Source: an optimization exercise on an open RTL-to-GDS flow (aim: small area, a short achievable clock period and few clock cycles). Production flows keep margins and buffers that such runs may drop.
Only simulation tests tie the RTL to the original design; equivalence was not proved.
Power and IR drop assume default switching activity.

==> flow/design.v <==
module pae_divstep #(parameter S = 3) (
    input  wire [15:0]  r,
    input  wire [S-1:0] bits,
    input  wire [15:0]  d,
    output wire [15:0]  r_n,
    output wire [S-1:0] q
);
    wire [15:0] rr [0:S];
    assign rr[0] = r;
    genvar s;
    generate
        for (s = 0; s < S; s = s + 1) begin : g_s
            wire [16:0] t  = {rr[s], bits[S-1-s]};
            wire [17:0] t1 = {1'b0, t} - {2'b0, d};
            assign q[S-1-s] = !t1[17];
            assign rr[s+1]  = t1[17] ? t[15:0] : t1[15:0];
        end
    endgenerate
    assign r_n = rr[S];
endmodule
module pae_mulmod2 #(parameter S = 2, parameter W = 24) (
    input  wire [W-1:0] r,
    input  wire [S-1:0] b,
    input  wire [W+2:0] a0,      
    input  wire [W+2:0] a1,      
    input  wire [W+2:0] a2,      
    input  wire [W+2:0] n1,      
    input  wire [W+2:0] n2,      
    output wire [W-1:0] r_n,
    output wire [S-1:0] q_lo,
    output wire [S-1:0] q_hi
);
    wire [W-1:0] rr [0:S];
    assign rr[0] = r;
    genvar s;
    generate
        for (s = 0; s < S; s = s + 1) begin : g_s
            wire         bb = b[S-1-s];
            wire [W+2:0] tw = {2'b0, rr[s], 1'b0};
            wire [W+2:0] t0 = tw + (bb ? a0 : {(W+3){1'b0}});
            wire [W+2:0] t1 = tw + (bb ? a1 : n1);
            wire [W+2:0] t2 = tw + (bb ? a2 : n2);
            wire ge1 = !t1[W+2];
            wire ge2 = !t2[W+2];
            assign q_hi[S-1-s] = ge2;
            assign q_lo[S-1-s] = ge1 && !ge2;
            assign rr[s+1] = ge2 ? t2[W-1:0] : ge1 ? t1[W-1:0] : t0[W-1:0];
        end
    endgenerate
    assign r_n = rr[S];
endmodule
module pae_engine (
    input  wire        clk,
    input  wire        rst,
    input  wire        cmd_valid,
    output wire        cmd_ready,
    input  wire [63:0] cmd_data,
    input  wire [31:0] time_us,
    output reg         resp_valid,
    output reg  [31:0] resp_data,
    output wire [3:0]  pin
);
    localparam NCH = 4;
    localparam S   = 2;                          
    localparam NB  = ((32 + S - 1) / S) * S;     
    localparam NG  = 24 / S;                     
    localparam NGB = NB / S;                     
    localparam [3:0]  ABSMASK   = 4'b1000;
    localparam [15:0] INIT_FREQ = 16'd100;
    localparam [23:0] INIT_PER  = 24'd100000;
    localparam [23:0] TENM      = 24'd10000000;
    localparam [7:0] OP_BEGIN = 8'h01, OP_TICK  = 8'h02,
                     OP_SCHED = 8'h03, OP_SETF  = 8'h10, OP_SETD  = 8'h11,
                     OP_SETP  = 8'h12, OP_SETG  = 8'h13, OP_NXTF  = 8'h20,
                     OP_NXTD  = 8'h21, OP_NXTP  = 8'h22, OP_GET   = 8'h40;
    localparam [1:0] S_IDLE = 2'd0, S_RUN = 2'd1, S_WB = 2'd2, S_APREP = 2'd3;
    localparam [1:0] M_FREQ = 2'd0, M_REC = 2'd1, M_ABS = 2'd2;
    localparam [1:0] L_ONE = 2'd0, L_GFREQ = 2'd1, L_SCHED = 2'd2;
    reg [15:0] freq   [0:NCH-1];
    reg [13:0] duty   [0:NCH-1];
    reg [13:0] phase  [0:NCH-1];
    reg [23:0] period [0:NCH-1];
    reg [23:0] wstart [0:NCH-1];
    reg [23:0] wend   [0:NCH-1];
    reg [23:0] pos    [0:NCH-1];
    reg [NCH-1:0] wraps;
    reg [NCH-1:0] out;
    reg [NCH-1:0] fresh;      
    reg [15:0] pend_f [0:NCH-1];
    reg [13:0] pend_d [0:NCH-1];
    reg [13:0] pend_p [0:NCH-1];
    reg [NCH-1:0] dirty_f, dirty_d, dirty_p;
    reg        run;
    reg [31:0] lasttick;
    reg [31:0] reftime;
    reg        abs_ok;       
    reg [1:0]  state;
    reg [1:0]  mode;
    reg [1:0]  loop;
    reg [1:0]  ch;
    reg [4:0]  cnt;
    reg [15:0] fval;
    reg [NB-1:0] bs;
    reg [15:0] rd;
    reg [S-1:0] qp;           
    reg [23:0] qd;
    reg [23:0] rm, qma, qmb;
    reg [13:0] rw;
    reg [23:0] qw_a, qw_b, qs_a, qs_b;
    reg [13:0] rs;
    assign cmd_ready = (state == S_IDLE);
    wire [7:0]  c_op = cmd_data[63:56];
    wire [7:0]  c_ch = cmd_data[55:48];
    wire [1:0]  c_c  = cmd_data[49:48];
    wire [15:0] c_a  = cmd_data[47:32];
    wire        c_chok = (c_ch < NCH);
    wire        c_fok  = (c_a != 16'd0);
    wire [13:0] c_dcl  = (c_a > 16'd10000) ? 14'd10000 : c_a[13:0];
    wire [13:0] c_pcl  = (c_a > 16'd9999)  ? 14'd9999  : c_a[13:0];
    wire        c_zero_bc  = (cmd_data[31:0] == 32'd0);
    wire        c_zero_all = c_zero_bc && (c_ch == 8'd0) && (c_a == 16'd0);
    wire        acc = cmd_valid && (state == S_IDLE);
    wire [31:0] now = time_us;
    wire        now_ge_lt = (now >= lasttick);
    wire [31:0] xabs      = lasttick - reftime;
    wire        xabs_ok   = (xabs[31:26] != 6'h3f);
    wire [NCH-1:0] tok;
    wire [23:0] npos [0:NCH-1];
    wire [NCH-1:0] act;
    genvar ga;
    generate
        for (ga = 0; ga < NCH; ga = ga + 1) begin : g_act
            assign act[ga] = wraps[ga] ? ((pos[ga] >= wstart[ga]) || (pos[ga] < wend[ga]))
                                       : ((pos[ga] >= wstart[ga]) && (pos[ga] < wend[ga]));
        end
    endgenerate
    assign pin = (fresh & act) | (~fresh & out);
    genvar gc;
    generate
        for (gc = 0; gc < NCH; gc = gc + 1) begin : g_tick
            wire [23:0] p  = period[gc];
            wire [26:0] k0 = {3'd0, pos[gc]} - lasttick[26:0];
            wire [26:0] k1 = k0 - {3'd0, p};
            wire [26:0] k2 = k1 - {3'd0, p};
            wire [26:0] c0 = now[26:0] + k0;
            wire [26:0] c1 = now[26:0] + k1;
            wire [26:0] c2 = now[26:0] + k2;
            wire [32:0] m;
            wire [32:0] e  = {1'b0, lasttick} + m;
            wire        lt = (now < e[31:0]);
            assign tok[gc] = e[32] ? (now_ge_lt | lt) : (now_ge_lt & lt);
            wire [23:0] sel;
            if (ABSMASK[gc]) begin : g_abs
                wire [26:0] k3 = k2 - {3'd0, p};
                wire [26:0] c3 = now[26:0] + k3;
                wire [25:0] m4  = {p, 2'b00} - {2'd0, pos[gc]};
                assign m = {7'd0, m4};
                assign sel = !c3[26] ? c3[23:0] : !c2[26] ? c2[23:0] :
                             !c1[26] ? c1[23:0] : c0[23:0];
            end else begin : g_acc
                assign m = {8'd0, p, 1'b1};           
                assign sel = !c2[26] ? c2[23:0] : !c1[26] ? c1[23:0] : c0[23:0];
            end
            assign npos[gc] = tok[gc] ? sel : pos[gc];
        end
    endgenerate
    reg  [1:0]  lc;
    reg         lf;
    reg  [15:0] lv;
    function [4:0] bitlen16;
        input [15:0] v;
        integer k;
        begin
            bitlen16 = 5'd0;
            for (k = 0; k < 16; k = k + 1)
                if (v[k]) bitlen16 = k + 1;
        end
    endfunction
    function [4:0] lz24;
        input [23:0] v;
        integer k;
        begin
            lz24 = 5'd24;
            for (k = 0; k < 24; k = k + 1)
                if (v[k]) lz24 = 23 - k;
        end
    endfunction
    function [5:0] lzb;
        input [NB-1:0] v;
        integer k;
        begin
            lzb = NB;
            for (k = 0; k < NB; k = k + 1)
                if (v[k]) lzb = NB - 1 - k;
        end
    endfunction
    wire [4:0]  l_bl   = bitlen16(lv);
    wire [3:0]  l_gf   = (l_bl - 5'd1) / S;
    wire [23:0] l_p    = period[lc];
    wire [3:0]  l_gr   = lz24(l_p) / S;
    wire [3:0]  l_g    = lf ? l_gf : l_gr;
    wire [23:0] l_src  = lf ? TENM : l_p;
    wire [23:0] l_bs   = l_src << (l_g * S);
    wire [23:0] l_rd   = TENM >> (24 - l_g * S);
    wire [NB-1:0] bs_n;
    wire [15:0] rd_n;  wire [S-1:0] qd_b;
    wire [23:0] rm_n;  wire [S-1:0] qm_lo, qm_hi;
    wire [13:0] rw_n;  wire [S-1:0] qw_lo, qw_hi;
    wire [13:0] rs_n;  wire [S-1:0] qs_lo, qs_hi;
    wire [S-1:0] bstream = (mode == M_FREQ) ? qp : bs[NB-1 -: S];
    reg  [26:0] ma0, ma1, ma2, mn1, mn2;
    wire [13:0] w_a = duty[ch];
    wire [13:0] s_a = phase[ch];
    localparam [16:0] TK1 = 17'd10000, TK2 = 17'd20000;
    pae_divstep #(.S(S)) u_d (
        .r(rd), .bits(bs[NB-1 -: S]), .d(fval), .r_n(rd_n), .q(qd_b));
    pae_mulmod2 #(.S(S), .W(24)) u_m (
        .r(rm), .b(bstream), .a0(ma0), .a1(ma1), .a2(ma2), .n1(mn1), .n2(mn2),
        .r_n(rm_n), .q_lo(qm_lo), .q_hi(qm_hi));
    pae_mulmod2 #(.S(S), .W(14)) u_w (
        .r(rw), .b(bstream), .a0({3'd0, w_a}), .a1({3'd0, w_a} - TK1), .a2({3'd0, w_a} - TK2),
        .n1(17'd0 - TK1), .n2(17'd0 - TK2), .r_n(rw_n), .q_lo(qw_lo), .q_hi(qw_hi));
    pae_mulmod2 #(.S(S), .W(14)) u_s (
        .r(rs), .b(bstream), .a0({3'd0, s_a}), .a1({3'd0, s_a} - TK1), .a2({3'd0, s_a} - TK2),
        .n1(17'd0 - TK1), .n2(17'd0 - TK2), .r_n(rs_n), .q_lo(qs_lo), .q_hi(qs_hi));
    wire [23:0] wb_p     = (mode == M_FREQ) ? qd : period[ch];
    wire [23:0] wb_pos   = qma + {qmb[22:0], 1'b0};
    wire [23:0] wb_width = qw_a + {qw_b[22:0], 1'b0};
    wire [23:0] wb_start = qs_a + {qs_b[22:0], 1'b0};
    wire [24:0] wb_e     = {1'b0, wb_start} + {1'b0, wb_width};
    wire        wb_wrap  = (wb_e > {1'b0, wb_p});
    wire [24:0] wb_end   = wb_wrap ? (wb_e - {1'b0, wb_p}) : wb_e;
    wire [NCH-1:0] dirty_any = dirty_f | dirty_d | dirty_p;
    wire [NCH-1:0] later     = (ch == 2'd0) ? 4'b1110 : (ch == 2'd1) ? 4'b1100 :
                               (ch == 2'd2) ? 4'b1000 : 4'b0000;
    wire [NCH-1:0] sch_cand  = (state == S_IDLE) ? dirty_any : (dirty_any & later);
    wire [1:0]  sch_c = sch_cand[0] ? 2'd0 : sch_cand[1] ? 2'd1 : sch_cand[2] ? 2'd2 : 2'd3;
    wire        sch_more = |sch_cand;
    wire [5:0]  a_lz = lzb(bs);
    wire [4:0]  a_gr = a_lz / S;
    wire [4:0]  a_g  = (a_gr > NGB - 1) ? NGB - 1 : a_gr;
    function [31:0] regread;
        input [7:0]  rch;
        input [15:0] sel;
        reg   [1:0]  c;
        begin
            c = rch[1:0];
            regread = 32'd0;
            if (rch < NCH) begin
                case (sel)
                    16'h0000: regread = {16'd0, freq[c]};
                    16'h0001: regread = {18'd0, duty[c]};
                    16'h0002: regread = {18'd0, phase[c]};
                    16'h0003: regread = {8'd0, period[c]};
                    16'h0004: regread = {8'd0, wstart[c]};
                    16'h0005: regread = {8'd0, wend[c]};
                    16'h0006: regread = {8'd0, pos[c]};
                    16'h0007: regread = {29'd0, ABSMASK[c], wraps[c], pin[c]};
                    16'h0008: regread = {16'd0, pend_f[c]};
                    16'h0009: regread = {18'd0, pend_d[c]};
                    16'h000A: regread = {18'd0, pend_p[c]};
                    16'h000B: regread = {29'd0, dirty_p[c], dirty_d[c], dirty_f[c]};
                    default:  regread = 32'd0;
                endcase
            end
            if (rch == 8'd0) begin
                case (sel)
                    16'h0080: regread = {31'd0, run};
                    16'h0081: regread = lasttick;
                    16'h0082: regread = reftime;
                    16'h0083: regread = reftime;
                    16'h0084: regread = 32'd1000000;
                    16'h0085: regread = reftime;
                    16'h0088: regread = NCH;
                    16'h0089: regread = 32'd8;
                    16'h008A: regread = 32'd1000000;
                    16'h008C: regread = 32'hA5030A21;
                    16'h008D: regread = 32'hFFFF0001;
                    16'h008E: regread = {28'd0, ABSMASK};
                    16'h00C0, 16'h00C1, 16'h00C2, 16'h00C3,
                    16'h00C4, 16'h00C5, 16'h00C6, 16'h00C7:
                              regread = 32'd1000000;
                    default:  ;
                endcase
            end
        end
    endfunction
    reg        ld;           
    always @* begin
        ld = 1'b0;
        lc = c_c;
        lf = 1'b0;
        lv = c_a;
        if (state == S_IDLE) begin
            case (c_op)
            OP_SETF: begin lf = 1'b1; ld = acc && c_zero_bc && c_chok && c_fok; end
            OP_SETG: begin lf = 1'b1; lc = 2'd0; ld = acc && c_zero_bc && (c_ch == 8'd0) && c_fok; end
            OP_SETD, OP_SETP: ld = acc && c_zero_bc && c_chok;
            OP_SCHED: begin
                lc = sch_c; lf = dirty_f[sch_c]; lv = pend_f[sch_c];
                ld = acc && c_zero_all && run && sch_more;
            end
            default: ;
            endcase
        end else if (state == S_WB) begin
            if (loop == L_GFREQ) begin
                lc = ch + 2'd1; lf = 1'b1; lv = fval; ld = (ch != 2'd3);
            end else if (loop == L_SCHED) begin
                lc = sch_c; lf = dirty_f[sch_c]; lv = pend_f[sch_c]; ld = sch_more;
            end
        end
    end
    wire loop_sched_ld = ld && ((state == S_IDLE) ? (c_op == OP_SCHED) : (loop == L_SCHED));
    integer i;
    always @(posedge clk) begin
        if (rst) begin
            state      <= S_IDLE;
            loop       <= L_ONE;
            mode       <= M_FREQ;
            ch         <= 2'd0;
            resp_valid <= 1'b0;
            resp_data  <= 32'd0;
            run        <= 1'b0;
            lasttick   <= 32'd0;
            reftime    <= 32'd0;
            abs_ok     <= 1'b1;
            wraps      <= {NCH{1'b0}};
            out        <= {NCH{1'b0}};
            fresh      <= {NCH{1'b0}};
            dirty_f    <= {NCH{1'b0}};
            dirty_d    <= {NCH{1'b0}};
            dirty_p    <= {NCH{1'b0}};
            for (i = 0; i < NCH; i = i + 1) begin
                freq[i]   <= INIT_FREQ;
                duty[i]   <= 14'd0;
                phase[i]  <= 14'd0;
                period[i] <= INIT_PER;
                wstart[i] <= 24'd0;
                wend[i]   <= 24'd0;
                pos[i]    <= 24'd0;
                pend_f[i] <= 16'd0;
                pend_d[i] <= 14'd0;
                pend_p[i] <= 14'd0;
            end
        end else begin
            resp_valid <= 1'b0;
            out        <= pin;
            if (ld) begin
                ch    <= lc;
                mode  <= lf ? M_FREQ : M_REC;
                fval  <= lv;
                cnt   <= NG - l_g + (lf ? 5'd1 : 5'd0);
                qp    <= {S{1'b0}};
                bs    <= {l_bs, {(NB-24){1'b0}}};
                rd    <= l_rd[15:0];
                qd    <= 24'd0;
                rm    <= 24'd0; qma <= 24'd0; qmb <= 24'd0;
                ma0   <= {3'd0, pos[lc]};
                ma1   <= {3'd0, pos[lc]} - {3'd0, l_p};
                ma2   <= {3'd0, pos[lc]} - {2'd0, l_p, 1'b0};
                mn1   <= 27'd0 - {3'd0, l_p};
                mn2   <= 27'd0 - {2'd0, l_p, 1'b0};
                rw    <= 14'd0; qw_a <= 24'd0; qw_b <= 24'd0;
                rs    <= 14'd0; qs_a <= 24'd0; qs_b <= 24'd0;
                state <= S_RUN;
                if (lf && lc == 2'd3) abs_ok <= 1'b0;
                if (loop_sched_ld) begin
                    if (dirty_d[lc]) duty[lc]  <= pend_d[lc];
                    if (dirty_p[lc]) phase[lc] <= pend_p[lc];
                    dirty_f[lc] <= 1'b0;
                    dirty_d[lc] <= 1'b0;
                    dirty_p[lc] <= 1'b0;
                end
            end
            case (state)
            S_IDLE: if (cmd_valid) begin
                loop <= L_ONE;
                case (c_op)
                OP_BEGIN: if (c_zero_all && !run) begin
                    run      <= 1'b1;
                    lasttick <= now;
                    reftime  <= now;
                    abs_ok   <= (pos[3] == 24'd0);
                end
                OP_TICK: if (c_zero_all && run) begin
                    for (i = 0; i < NCH; i = i + 1)
                        if (!ABSMASK[i])
                            pos[i] <= npos[i];
                    fresh    <= 4'b1111;
                    lasttick <= now;
                    if (abs_ok && xabs_ok && tok[3]) begin
                        pos[3] <= npos[3];
                    end else begin
                        bs    <= {{NB{1'b0}}, now - reftime};
                        ch    <= 2'd3;
                        mode  <= M_ABS;
                        state <= S_APREP;
                    end
                end
                OP_SCHED: loop <= L_SCHED;
                OP_SETG:  loop <= L_GFREQ;
                OP_SETD: if (c_zero_bc && c_chok) duty[c_c]  <= c_dcl;
                OP_SETP: if (c_zero_bc && c_chok) phase[c_c] <= c_pcl;
                OP_NXTF: if (c_zero_bc && c_chok && c_fok) begin
                    pend_f[c_c]  <= c_a;
                    dirty_f[c_c] <= 1'b1;
                end
                OP_NXTD: if (c_zero_bc && c_chok) begin
                    pend_d[c_c]  <= c_dcl;
                    dirty_d[c_c] <= 1'b1;
                end
                OP_NXTP: if (c_zero_bc && c_chok) begin
                    pend_p[c_c]  <= c_pcl;
                    dirty_p[c_c] <= 1'b1;
                end
                OP_GET: if (c_zero_bc) begin
                    resp_valid <= 1'b1;
                    resp_data  <= regread(c_ch, c_a);
                end
                default: ;
                endcase
            end
            S_APREP: begin
                bs    <= bs << (a_g * S);
                cnt   <= NGB - a_g;
                rm    <= 24'd0;
                ma0   <= 27'd1;
                ma1   <= 27'd1 - {3'd0, period[3]};
                ma2   <= 27'd1 - {2'd0, period[3], 1'b0};
                mn1   <= 27'd0 - {3'd0, period[3]};
                mn2   <= 27'd0 - {2'd0, period[3], 1'b0};
                state <= S_RUN;
            end
            S_RUN: begin
                if (mode != M_FREQ || cnt != 5'd1) begin
                    bs  <= bs << S;
                    rd  <= rd_n;
                    qp  <= qd_b;
                    qd  <= {qd[23-S:0], qd_b};
                end
                rm  <= rm_n;
                qma <= {qma[23-S:0], qm_lo};
                qmb <= {qmb[23-S:0], qm_hi};
                rw  <= rw_n;
                qw_a <= {qw_a[23-S:0], qw_lo};
                qw_b <= {qw_b[23-S:0], qw_hi};
                rs  <= rs_n;
                qs_a <= {qs_a[23-S:0], qs_lo};
                qs_b <= {qs_b[23-S:0], qs_hi};
                cnt <= cnt - 5'd1;
                if (cnt == 5'd1) state <= S_WB;
            end
            S_WB: begin
                if (mode == M_ABS) begin
                    pos[3] <= rm;
                    abs_ok <= 1'b1;
                end else begin
                    if (mode == M_FREQ) begin
                        freq[ch]   <= fval;
                        period[ch] <= qd;
                        pos[ch]    <= wb_pos;
                    end
                    fresh[ch]  <= 1'b0;
                    wstart[ch] <= wb_start;
                    wend[ch]   <= wb_end[23:0];
                    wraps[ch]  <= wb_wrap;
                end
                if (!ld) state <= S_IDLE;
            end
            default: state <= S_IDLE;
            endcase
        end
    end
endmodule
==> flow/run.sh <==
#!/bin/bash
# synth_recipe.tcl (not shown) runs the flow's synth.tcl, then flattens the netlist and writes it again
# the make line also repeats each setting of config.mk as NAME=value (left out here)
make -C /OpenROAD-flow-scripts/flow DESIGN_CONFIG=/design/flow/config.mk WORK_HOME=/design/flow/orfs CLKGATE_MAP_FILE= SYNTH_SCRIPT=/design/flow/synth_recipe.tcl finish
==> flow/config.mk <==
export PLATFORM = sky130hd
export DESIGN_NAME = pae_engine
export DESIGN_NICKNAME = pae_engine
export VERILOG_FILES = /design/flow/design.v
export SDC_FILE = /design/flow/constraint.sdc
export NUM_CORES = 4
export LEC_CHECK = 0
export CAP_MARGIN = 20
export CORE_MARGIN = 2
export CORE_UTILIZATION = 30
export PLACE_DENSITY = 0.5
export SLEW_MARGIN = 20
==> flow/constraint.sdc <==
create_clock -name core_clock -period 12.0 [get_ports {clk}]
set_input_delay 2.4000 -clock core_clock [delete_from_list [all_inputs] [get_ports {clk}]]
set_output_delay 2.4000 -clock core_clock [all_outputs]
set_load 0.01 [all_outputs]
==> results.sh <==
export IMPL_status="complete, no violations"
export IMPL_synth_fa_ha_area_share_pct=16.8
export IMPL_placedCellCount=21100
export IMPL_peakVddDrop_mv=0.117
export IMPL_crit_top_cell="a21oi_1"
export IMPL_min_period_ps=10910
export IMPL_cts_root_buf="clkbuf_16"
export IMPL_clock_sinks=1278
export IMPL_grt_start_max_net_pins=124
export IMPL_drcViolationCount=0
export IMPL_via_per_inst=5.87
export IMPL_antenna_found_initial=74
export IMPL_grt_pass1_vias=115000
export IMPL_arrival_ps=11590
export IMPL_cp_required_ps=12680
export IMPL_fill_cells=46300
export IMPL_cts_setup_buffers=0
export IMPL_worstMarginPinSlew_ps=1290
export IMPL_netlist_instances=15200
export IMPL_syn_nets=17000
export IMPL_synth_compound_area_share_pct=20.3
export IMPL_p_per_area_mw_per_mm2=123
export IMPL_hold_viol=0
export IMPL_slowest_delay_ps=620
export IMPL_report_power_total_uw=18500
export IMPL_drv_cap=0
export IMPL_critPathKind="flop to flop"
export IMPL_timing_final_crit_share_pct=90.9
export IMPL_worst_setup_path_start_kind="flop"
export IMPL_ys_seq_elements=1278
export IMPL_drtPass1Iterations=10
export IMPL_rsz0062_at_grt="false"
export IMPL_crit_path_end_kind="flop"
export IMPL_portBuffers=136
export IMPL_syn_area_mm2=0.134
export IMPL_track_usage_pct=27.9
export IMPL_synth_edf_count=1147
export IMPL_tns_ps=0
export IMPL_synthXorXnorAreaFrac_pct=7.31
export IMPL_seq_area_frac_synth_pct=27.7
export IMPL_die_area_mm2=0.451
export IMPL_cp_max_fo=17
export IMPL_max_slew_margin_pct=13.6
export IMPL_start_util_pct=30.1
export IMPL_final_cells=21400
export IMPL_drt_total_wl_um=656000
export IMPL_skew_ps=103
export IMPL_clkTransAtPathRegs_ps=70
export IMPL_muxShareOfSynthArea_pct=6.34
export IMPL_p_leak_uw=0.0608
export IMPL_hold_class="flop to flop"
export IMPL_final_common_cell="ha_1"
export IMPL_grt_pass1_wl_um=899000
export IMPL_ff_latch_area_mm2=0.0371
export IMPL_placed_area_mm2=0.144
export IMPL_met1Wirelength_um=274000
export IMPL_yosys_warnings=4
export IMPL_cts_hold_buf=0
export IMPL_slowest_stage="edfxtp_1"
export IMPL_wl_met2_um=270000
export IMPL_fmax_ghz=0.0917
export IMPL_yosys_area_share_simple_pct=17.4
export IMPL_grt_overflow=0
export IMPL_cts_buffer_depth=4
export IMPL_clk_latency_ps=1000
export IMPL_top_layer="met5"
export IMPL_avgSynthCellArea_um2=8.83
export IMPL_layout_drive_gt1_share_pct=8.47
export IMPL_htree_levels=4
export IMPL_pin_count=137
export IMPL_fp_dieW_um=672
export IMPL_yosysUniqueCellTypes=129
export IMPL_core_mm2=0.444
export IMPL_multi_input_area_mm2=0.0917
export IMPL_fp_row_count=245
export IMPL_synth_top_family_by_area="compound AO/OA/AOI/OAI gates"
export IMPL_wl_per_cell_um=30.6
export IMPL_drtIter0Drc=15900
export IMPL_design_area_mm2=0.150
export IMPL_ys_dominant_reg_cell="edfxtp_1"
export IMPL_areaGrowthSynthToFinish_pct=12.0
export IMPL_gp_congestion=1.06
export IMPL_die_h_um=672
export IMPL_finalMaxSlewViolations=0
export IMPL_hpwl_um=516000
export IMPL_synthArstFlopShare_pct=0
export IMPL_cts_repair_resized=0
export IMPL_vias=126000
export IMPL_final_cell_mix="ha_1 (1564), nand2_1 (1479), nor2_1 (1362)"
export IMPL_reg2reg_slack_ps=1090
export IMPL_route_met3_wl_um=65100
export IMPL_fin_nets=17100
export IMPL_setup_viol=0
export IMPL_cts_buffers_inserted=166
export IMPL_cts_tree="built"
export IMPL_drtAntennaViolNets=0
## synthesized netlist by cell type, types with 72 or more instances
cell type  instances  area share, %
mux2i_1          204            1.5
nor3_1           338            1.3
o21ai_0          805            3.0
nor2_1          1376            3.9
o21a_1           200            1.1
inv_1            851            2.4
and3_1           208           0.97
nand3_1          297            1.1
mux4_2           268            4.5
a22oi_1          123           0.69
xnor2_1          732            4.8
a21o_1           400            2.2
o21bai_1         137           0.77
a31oi_1          161           0.75
and2_1           373            1.7
nor2b_1          178           0.83
nand4_1           98           0.46
fa_1             138            2.1
o211ai_1         120           0.67
nor4_1            87           0.41
or3_1            135           0.63
dfxtp_1          131            2.0
a21oi_1         1115            4.2
a211oi_1         164           0.92
nand2_1         1487            4.2
ha_1            1568             15
nand2b_1         190           0.89
o22ai_1           72           0.34
clkbuf_1         439            1.2
xor2_1           374            2.4
edfxtp_1        1147             26
## cell type report
type	instances	share of cell area (%)
Antenna cell	48	0.0802
Clock buffer	206	2.98
Clock inverter	94	0.714
Inverter	869	2.18
Multi-Input combinational cell	12400	61.2
Sequential cell	1278	24.7
Tap cell	5928	4.95
Timing Repair Buffer	580	3.12
## path summary, 6_finish.rpt
check | startpoint | endpoint | depth (start not counted)
worst max register to register | pos[3][0] | pos[3][14] | 39
worst min register to register | reftime[27] | reftime[27] | 2
worst max-delay path | pos[3][0] | pos[3][14] | 39
worst min-delay path | reftime[27] | reftime[27] | 2
## per-stage QoR
| stage | setup WS [ps] | hold slack (ps) | util, % |
|---|---|---|---|
| 2_1_floorplan | 1460 | 443 | - |
| 3_3_place_gp | 1210 | 456 | 32.4 |
| 3_5_place_dp | 1290 | 464 | 32.4 |
| 4_1_cts | 1270 | 472 | 33.7 |
| 5_1_grt | 531 | 488 | 33.7 |
| 6_report | 1090 | 472 | 33.7 |
## flip-flops by register name, summed over array words and instances, names as in the netlist, 56 cells and up
register and cells:
pos 96, freq 64, pend_d 56, duty 56, pend_p 56, period 96
pend_f 64, phase 56, wstart 96, wend 96
## kinds of logic after synthesis
kind of cell | count (synthesis)
AND/OR/NAND/NOR | 4949
adder cells (fa/ha/maj) | 1709
flip-flops | 1278
multiplexers | 508
AO/OA/AOI/OAI | 4150
XOR/XNOR | 1111
buffers and inverters | 1445
## metal layers
metal,track usage (%),vias to the layer above
li1,-,56300
met1,37.6,61600
met2,40.4,6367
met3,6.31,1441
met4,17.1,36
met5,0,-
## where the power goes
part	internal (uW)	leakage [uW]	switching [uW]
Combinational	3060	0.0459	5010
Sequential	4960	0.0122	148
Clock	3050	0.00268	2270
## worst max-delay path: cells and delay by family, from the launching register on
kind	cells	cell delay (ps)
buf+inv	3	660
compound gates	18	3880
simple gates	7	1740
xor+xnor	5	1440
fa+ha+maj	6	2270
flops	1	620
Testbench counts, summed over its fixed seeds: cycles 55,297.

-- afterwards: timing with drivers on the ports --
How much do the figures lean on ideal ports? The routed layout below was timed once more, with nothing changed but the port constraints.
Step 1: set_driving_cell puts a clkbuf_16 on clk and a buf_2 on each other input, an assumption about the parent block.
Step 2 times the ports against the registers' clock, not the clock port: input delays grow and output delays shrink by t, the midpoint of the rising clock arrivals with the driver on.
a / b / c = ideal ports / drivers / drivers and shift; a / b = the first two.
shift t [ns]: 1.044
slack for setup (ns): 1.093 / 1.093 / 1.093
worst hold slack (ns): 0.472 / 0.472 / 0.472
worst data-port slew with drivers (ns): 0.20
cell pins on the clock port's net: 1
After both steps setup and hold are still met in this run. For this run, drivers alone change the setup slack by 0.000 ns; drivers and shift together by 0.000 ns.
